This is an optimization exercise on Yosys and OpenROAD, whose aim is a short achievable clock period and few clock cycles, not a production implementation. The RTL was checked by simulation tests, not by an equivalence proof against the original design. Power and IR drop assume default switching activity.

==> flow/design.v <==
module fcb_bin (
    input  wire        clk,
    input  wire        rst,
    input  wire [31:0] cfg_pre,        
    input  wire [1:0]  cfg_pre_len,    
    input  wire [1:0]  cfg_hdr_n,      
    input  wire        cfg_hdr_be,     
    input  wire [1:0]  cfg_len_idx,    
    input  wire        cfg_ck_crc,     
    input  wire [2:0]  cfg_ck_size,    
    input  wire        cfg_ck_be,      
    input  wire [15:0] cfg_qmax,       
    input  wire        in_valid,
    input  wire [7:0]  in_data,
    output wire        in_ready,
    output reg         ev_valid,
    output reg  [1:0]  ev_type,        
    output reg  [31:0] ev_val,         
    output reg  [15:0] ev_calc,        
    output reg  [16:0] ev_len          
);
    localparam [1:0] EV_MSG = 2'd0, EV_CKMIS = 2'd1, EV_LENERR = 2'd2, EV_OVF = 2'd3;
    localparam [2:0] S_SEARCH = 3'd0,    
                     S_HDR    = 3'd1,    
                     S_HCHK   = 3'd2,    
                     S_BODY   = 3'd3,    
                     S_DONE   = 3'd4;    
    reg  [2:0]  state;
    reg  [16:0] len;           
    reg  [23:0] hist;          
    reg  [7:0]  fb [0:19];     
    reg  [32:0] rem;           
    reg  [15:0] crc;
    reg  [15:0] rx;
    reg         replay;        
    reg  [4:0]  rp_idx;
    reg  [4:0]  rp_end;
    wire [2:0]  k    = {1'b0, cfg_pre_len} + 3'd1;
    wire [4:0]  h    = {cfg_hdr_n, 2'b00} + 5'd4;
    wire [4:0]  kh   = {2'b00, k} + h;
    wire [7:0]  b    = replay ? fb[rp_idx] : in_data;
    assign in_ready  = !replay && (state == S_SEARCH || state == S_HDR || state == S_BODY);
    wire        take = replay || (in_valid && in_ready);
    wire [16:0] len_n = len + 17'd1;
    wire        ovf   = len_n > {1'b0, cfg_qmax};
    reg match;
    always @(*) begin
        case (cfg_pre_len)
            2'd0: match = (b == cfg_pre[7:0]);
            2'd1: match = (hist[7:0] == cfg_pre[7:0]) && (b == cfg_pre[15:8]);
            2'd2: match = (hist[15:8] == cfg_pre[7:0]) && (hist[7:0] == cfg_pre[15:8]) &&
                          (b == cfg_pre[23:16]);
            default: match = (hist[23:16] == cfg_pre[7:0]) && (hist[15:8] == cfg_pre[15:8]) &&
                             (hist[7:0] == cfg_pre[23:16]) && (b == cfg_pre[31:24]);
        endcase
        if (len_n < {14'd0, k})
            match = 1'b0;
    end
    wire [4:0]  ps_base = {2'b00, k} + {1'b0, cfg_len_idx, 2'b00};
    wire [7:0]  ps_b0   = fb[ps_base];
    wire [7:0]  ps_b1   = fb[ps_base + 5'd1];
    wire [7:0]  ps_b2   = fb[ps_base + 5'd2];
    wire [7:0]  ps_b3   = fb[ps_base + 5'd3];
    wire [31:0] ps      = cfg_hdr_be ? {ps_b0, ps_b1, ps_b2, ps_b3} : {ps_b3, ps_b2, ps_b1, ps_b0};
    wire [32:0] ps_c    = {1'b0, ps} + {30'd0, cfg_ck_size};
    function [15:0] crc_byte(input [15:0] c, input [7:0] d);
        integer i;
        reg [15:0] t;
        begin
            t = c ^ {d, 8'h00};
            for (i = 0; i < 8; i = i + 1)
                t = t[15] ? ((t << 1) ^ 16'h1021) : (t << 1);
            crc_byte = t;
        end
    endfunction
    integer j;
    always @(posedge clk) begin
        if (rst) begin
            state    <= S_SEARCH;
            len      <= 17'd0;
            replay   <= 1'b0;
            ev_valid <= 1'b0;
        end else begin
            ev_valid <= 1'b0;
            if (replay) begin
                rp_idx <= rp_idx + 5'd1;
                if (rp_idx + 5'd1 == rp_end)
                    replay <= 1'b0;
            end
            if (take && ovf) begin
                ev_valid <= 1'b1;
                ev_type  <= EV_OVF;
                ev_len   <= len_n;
                len      <= 17'd0;
                state    <= S_SEARCH;
            end else begin
                case (state)
                    S_SEARCH: if (take) begin
                        hist <= {hist[15:0], b};
                        if (match) begin
                            len <= {14'd0, k};
                            for (j = 0; j < 4; j = j + 1)
                                if (j < k)
                                    fb[j] <= cfg_pre[8*j +: 8];
                            state <= S_HDR;
                        end else begin
                            len <= len_n;
                        end
                    end
                    S_HDR: if (take) begin
                        fb[len[4:0]] <= b;
                        len <= len_n;
                        if (len_n[4:0] == kh)
                            state <= S_HCHK;
                    end
                    S_HCHK: begin
                        if (ps[31]) begin
                            ev_valid <= 1'b1;
                            ev_type  <= EV_LENERR;
                            ev_val   <= ps;
                            replay   <= 1'b1;
                            rp_idx   <= 5'd1;
                            rp_end   <= kh;
                            len      <= 17'd0;
                            state    <= S_SEARCH;
                        end else begin
                            rem   <= ps_c;
                            crc   <= 16'h0000;
                            state <= (ps_c == 33'd0) ? S_DONE : S_BODY;
                        end
                    end
                    S_BODY: if (take) begin
                        len <= len_n;
                        if (rem > {30'd0, cfg_ck_size})
                            crc <= crc_byte(crc, b);
                        else
                            rx <= cfg_ck_be ? {rx[7:0], b} : {b, rx[15:8]};
                        rem <= rem - 33'd1;
                        if (rem == 33'd1)
                            state <= S_DONE;
                    end
                    S_DONE: begin
                        ev_valid <= 1'b1;
                        ev_len   <= len;
                        if (cfg_ck_crc && rx != crc) begin
                            ev_type <= EV_CKMIS;
                            ev_val  <= {16'd0, rx};
                            ev_calc <= crc;
                        end else begin
                            ev_type <= EV_MSG;
                        end
                        len   <= 17'd0;
                        state <= S_SEARCH;
                    end
                    default: state <= S_SEARCH;
                endcase
            end
        end
    end
endmodule
==> flow/run.sh <==
#!/bin/bash
# synth_recipe.tcl (not shown) runs the flow's synth.tcl, then flattens the netlist and writes it again
# the make line also repeats each setting of config.mk as NAME=value (left out here)
make -C /OpenROAD-flow-scripts/flow DESIGN_CONFIG=/design/flow/config.mk WORK_HOME=/design/flow/orfs CLKGATE_MAP_FILE= SYNTH_SCRIPT=/design/flow/synth_recipe.tcl finish
==> flow/config.mk <==
export PLATFORM = sky130hd
export DESIGN_NAME = fcb_bin
export DESIGN_NICKNAME = fcb_bin
export VERILOG_FILES = /design/flow/design.v
export SDC_FILE = /design/flow/constraint.sdc
export NUM_CORES = 4
export LEC_CHECK = 0
export CAP_MARGIN = 20
export CORE_MARGIN = 2
export CORE_UTILIZATION = 40
export SLEW_MARGIN = 20
==> flow/constraint.sdc <==
create_clock -name core_clock -period 8.0 [get_ports {clk}]
set_input_delay 1.6000 -clock core_clock [delete_from_list [all_inputs] [get_ports {clk}]]
set_output_delay 1.6000 -clock core_clock [all_outputs]
set_load 0.01 [all_outputs]
==> impl_metrics.env <==
export IMPL_outcome="timing/DRC/antenna clean"
export IMPL_crit_buf_inv=4
export IMPL_cp_cell_sequence="clkdlybuf4s50_1 > ha_1 > ha_1 > ha_2 > buf_4 > buf_4 > a41oi_2 > a2111oi_1 > buf_4 > or2_2 > o21ai_0 > o32a_1 > or4_1 > or2_1 > a22o_1 > a21oi_1 > and4_1 > o22ai_1"
export IMPL_fin_crit_sh_pct=93.16
export IMPL_dr_pass1_iters=7
export IMPL_p_per_area_mw_per_mm2=181.8
export IMPL_cap_violations=0
export IMPL_crit_path_max_incr_delay_ps=920
export IMPL_fp_row_count=92
export IMPL_yosys_area_top_type="edfxtp_1"
export IMPL_power_switching_uw=1598
export IMPL_grt_use_total_pct=27.75
export IMPL_swShare_pct=30.21
export IMPL_avgViaCountPerCell=6.275
export IMPL_area_delta_synth_final_pct=14.14
export IMPL_clock_path_buffers=3
export IMPL_hp_class="reg2reg"
export IMPL_cts_reportedPaths_clkPinSlew_ps=70
export IMPL_ys_flop_type="edfxtp_1"
export IMPL_numCtsBuffers=41
export IMPL_grt_setup_unrepaired="no"
export IMPL_synth_fp_nets=2387
export IMPL_cp_top_family="compound AO/OA/AOI/OAI gates"
export IMPL_antenna_found_initial=1
export IMPL_drtIter0Drc=2398
export IMPL_cpMostUsedCell="buf_4"
export IMPL_power_frac_comb_pct=24.7
export IMPL_cts_sinks=353
export IMPL_relSlewSlack_pct=26.05
export IMPL_die_w_um=256.4
export IMPL_synth_cell_type_count=109
export IMPL_syn_avg_cell_area_um2=11.21
export IMPL_htree_levels=2
export IMPL_cp_data_required_time_ps=8440
export IMPL_crit_path_end_kind="register"
export IMPL_fmax_mhz=134.2
export IMPL_power_frac_clock_pct=36.1
export IMPL_cts_tree="yes"
export IMPL_vias=20420
export IMPL_dp_hpwl_mm=71.47
export IMPL_place_congestion=0.9860
export IMPL_power_frac_seq_pct=39.2
export IMPL_grt_max_degree=80
export IMPL_drive_above_1_share_pct=17.32
export IMPL_slowest_stage="a2111oi_1"
export IMPL_drv_slew=0
export IMPL_grt_ovfl_total=0
export IMPL_synth_area_top_cells="edfxtp_1 38%, mux4_2 12%, xnor2_1 4.2%"
export IMPL_period_minus_slack_ps=7453
export IMPL_tns_ps=0
export IMPL_irDropWorstVdd_uv=164.3
export IMPL_nNetsFinal=2495
export IMPL_post_cts_buffers=0
export IMPL_intPower_uw=3690
export IMPL_p_leak_uw=0.01011
export IMPL_synth_edf_count=326
export IMPL_worst_pin_slew_ps=1081
export IMPL_finalSetupViolations=0
export IMPL_start_kind="input port"
export IMPL_syn_inst=2272
export IMPL_cp_arrival_ps=7890
export IMPL_synth_top_area_share_pct=38.42
export IMPL_port_buffers=139
export IMPL_worst_hold_slack_ps=520.4
export IMPL_post_synth_top_count_cell="edfxtp_1"
export IMPL_grt_pass1_wl_mm=136.1
export IMPL_path_class="in2reg"
export IMPL_crit_fanout=19
export IMPL_ys_async_sr_fraction_pct=0
export IMPL_start_util_pct=40.39
export IMPL_core_area_mm2=0.06308
export IMPL_ys_warn_count=1
export IMPL_netlist_area_mm2=0.02548
export IMPL_ant_nets=0
export IMPL_antenna_cells=0
export IMPL_insertion_delay_ps=580
export IMPL_cts_hold_buf=0
export IMPL_wl_per_cell_um=28.48
export IMPL_final_hold_violation_count=0
export IMPL_cts_root_buf="clkbuf_16"
export IMPL_netlist_top_cells_count="326 x edfxtp_1, 211 x nor2_1, 164 x nand2_1"
export IMPL_dieArea_mm2=0.06573
export IMPL_die_height_um=256.4
export IMPL_grt_pass1_vias=19820
export IMPL_wl_mm=92.68
export IMPL_drc=0
export IMPL_io_pins=140
export IMPL_post_cts_resized=0
export IMPL_ys_seq_area_share_pct=40.54
export IMPL_ys_seq_elements=353
export IMPL_fin_skew_ps=26.74
kinds of logic (layout without fill, tap and decap cells):
kind of cell	count (synthesis)	after routing	share of synthesized area [%]
adders and majority gates	44	44	2.190
xor gates and xnor gates	236	236	8.304
and+or+nand+nor	701	701	13.73
muxes	317	317	19.57
AOI/OAI and AO/OA	407	407	11.31
DFF	353	353	40.54
buffers and inverters	214	350	4.346
per-layer routing:
| metal | global-route usage (%) | share of wire [%] | vias up | routed length (um) |
|---|---|---|---|---|
| li1 | - | - | 8913 | - |
| met1 | 38.09 | 41 | 10130 | 37870 |
| met2 | 42.89 | 45 | 1184 | 41690 |
| met3 | 6.020 | 10 | 194 | 9255 |
| met4 | 10.89 | 4.2 | 2 | 3853 |
| met5 | 0 | 0.016 | - | 15 |
worst register-to-register path: cells and delay by family, from the launching register on:
family	cells	cell delay (ps)
DFF	1	690
adders and majority gates	2	690
and+or+nand+nor	9	3720
AOI/OAI and AO/OA	4	920
stage by stage:
| stage | power, uW | instances | utilization [%] | instance area (um2) | setup WS, ps |
|---|---|---|---|---|---|
| 3_3_place_gp | 3384 | 3183 | 43.96 | 27730 | 33.20 |
| 3_5_place_dp | 3389 | 3183 | 43.98 | 27740 | 153.9 |
| 5_1_grt | 5461 | 3254 | 46.10 | 29080 | 312.7 |
| 2_1_floorplan | 2968 | 2272 | - | 25480 | 905.3 |
| 4_1_cts | 5286 | 3254 | 46.09 | 29080 | 754.8 |
| 6_report | 5288 | 3254 | 46.10 | 29080 | 547.2 |
state kept, by name (all words and copies together) (netlist names), named ones only:
| signal | count |
|---|---|
| fb | 160 |
| ev_val | 32 |
| ev_type | 2 |
| hist | 24 |
| ev_valid | 1 |
| len | 17 |
| ev_calc | 16 |
| ev_len | 17 |
| crc | 16 |
| rem | 33 |
| rx | 16 |
| state | 3 |
| replay | 1 |
| rp_end | 5 |
| rp_idx | 5 |
cell usage in the layout, fill, tap and decap left out, types with 24 or more instances in the layout:
| cell type | instances |
|---|---|
| nor2b_1 | 34 |
| a21oi_1 | 80 |
| dfxtp_1 | 25 |
| and2_1 | 24 |
| o21ai_0 | 50 |
| mux4_2 | 133 |
| clkbuf_16 | 41 |
| nor2_1 | 206 |
| nand3_1 | 45 |
| nand4_1 | 31 |
| xnor2_1 | 122 |
| clkdlybuf4s50_1 | 138 |
| nand2_1 | 163 |
| inv_1 | 61 |
| ha_1 | 41 |
| xor2_1 | 108 |
| nor4_1 | 25 |
| nor3_1 | 57 |
| edfxtp_1 | 326 |
| mux2_2 | 78 |
| mux2i_1 | 101 |
| buf_4 | 71 |
cell type report:
type                    count  area [um2]
clock inverters            29       301.5
multi-input cells        1705       14150
well taps                 846        1059
flip-flops and latches    353       10330
clock buffers              42        1030
inverters                  68       257.7
repair buffers            211        1954
fillers                  5928       34000
path summary, 6_finish.rpt:
path | start | slack (ps) | cells past startpoint | end
hold reg to reg | len[16] | 520 | 1 | len[16]
setup / recovery | cfg_pre_len[1] | 550 | 18 | state[0]
setup reg to reg | len[0] | 1580 | 15 | fb[17][7]
hold / removal | len[16] | 520 | 1 | len[16]
power groups by stage:
stage	logic (uW)	registers [uW]	clock network (uW)
after detailed placement	1280	2110	0
after global placement	1270	2110	0
after floorplan	875	2090	0
final	1310	2070	1910
after global routing	1380	2070	2000
after CTS	1280	2070	1930
Testbench counts, summed over its fixed seeds: cycles 21,786.

## afterwards: timing with drivers on the ports
The flow's constraints put no driver on any port. The routed layout listed below was extracted and timed again, unchanged, in two steps.
Step 1 sets driving cells, clkbuf_16 on the clock port and buf_2 on the other inputs (assumed; they add their load-dependent delay and slew).
Step 2 adds t to the input delays and takes it off the output delays; t is the mean of the earliest and latest rising clock arrival at the registers after step 1. Input paths then give back, and output paths get back, about the clock's delay inside the block.
Three values: no drivers, after step 1, after step 2; two values: the first two.
t, ns: 0.627
setup slack, ns: 0.547 / 0.578 / -0.049
worst setup path after step 2: input to register
Met with ideal ports but missed after step 2: setup timing in this run. For this run, drivers alone change the setup slack by +0.031 ns; drivers and shift together by -0.596 ns.
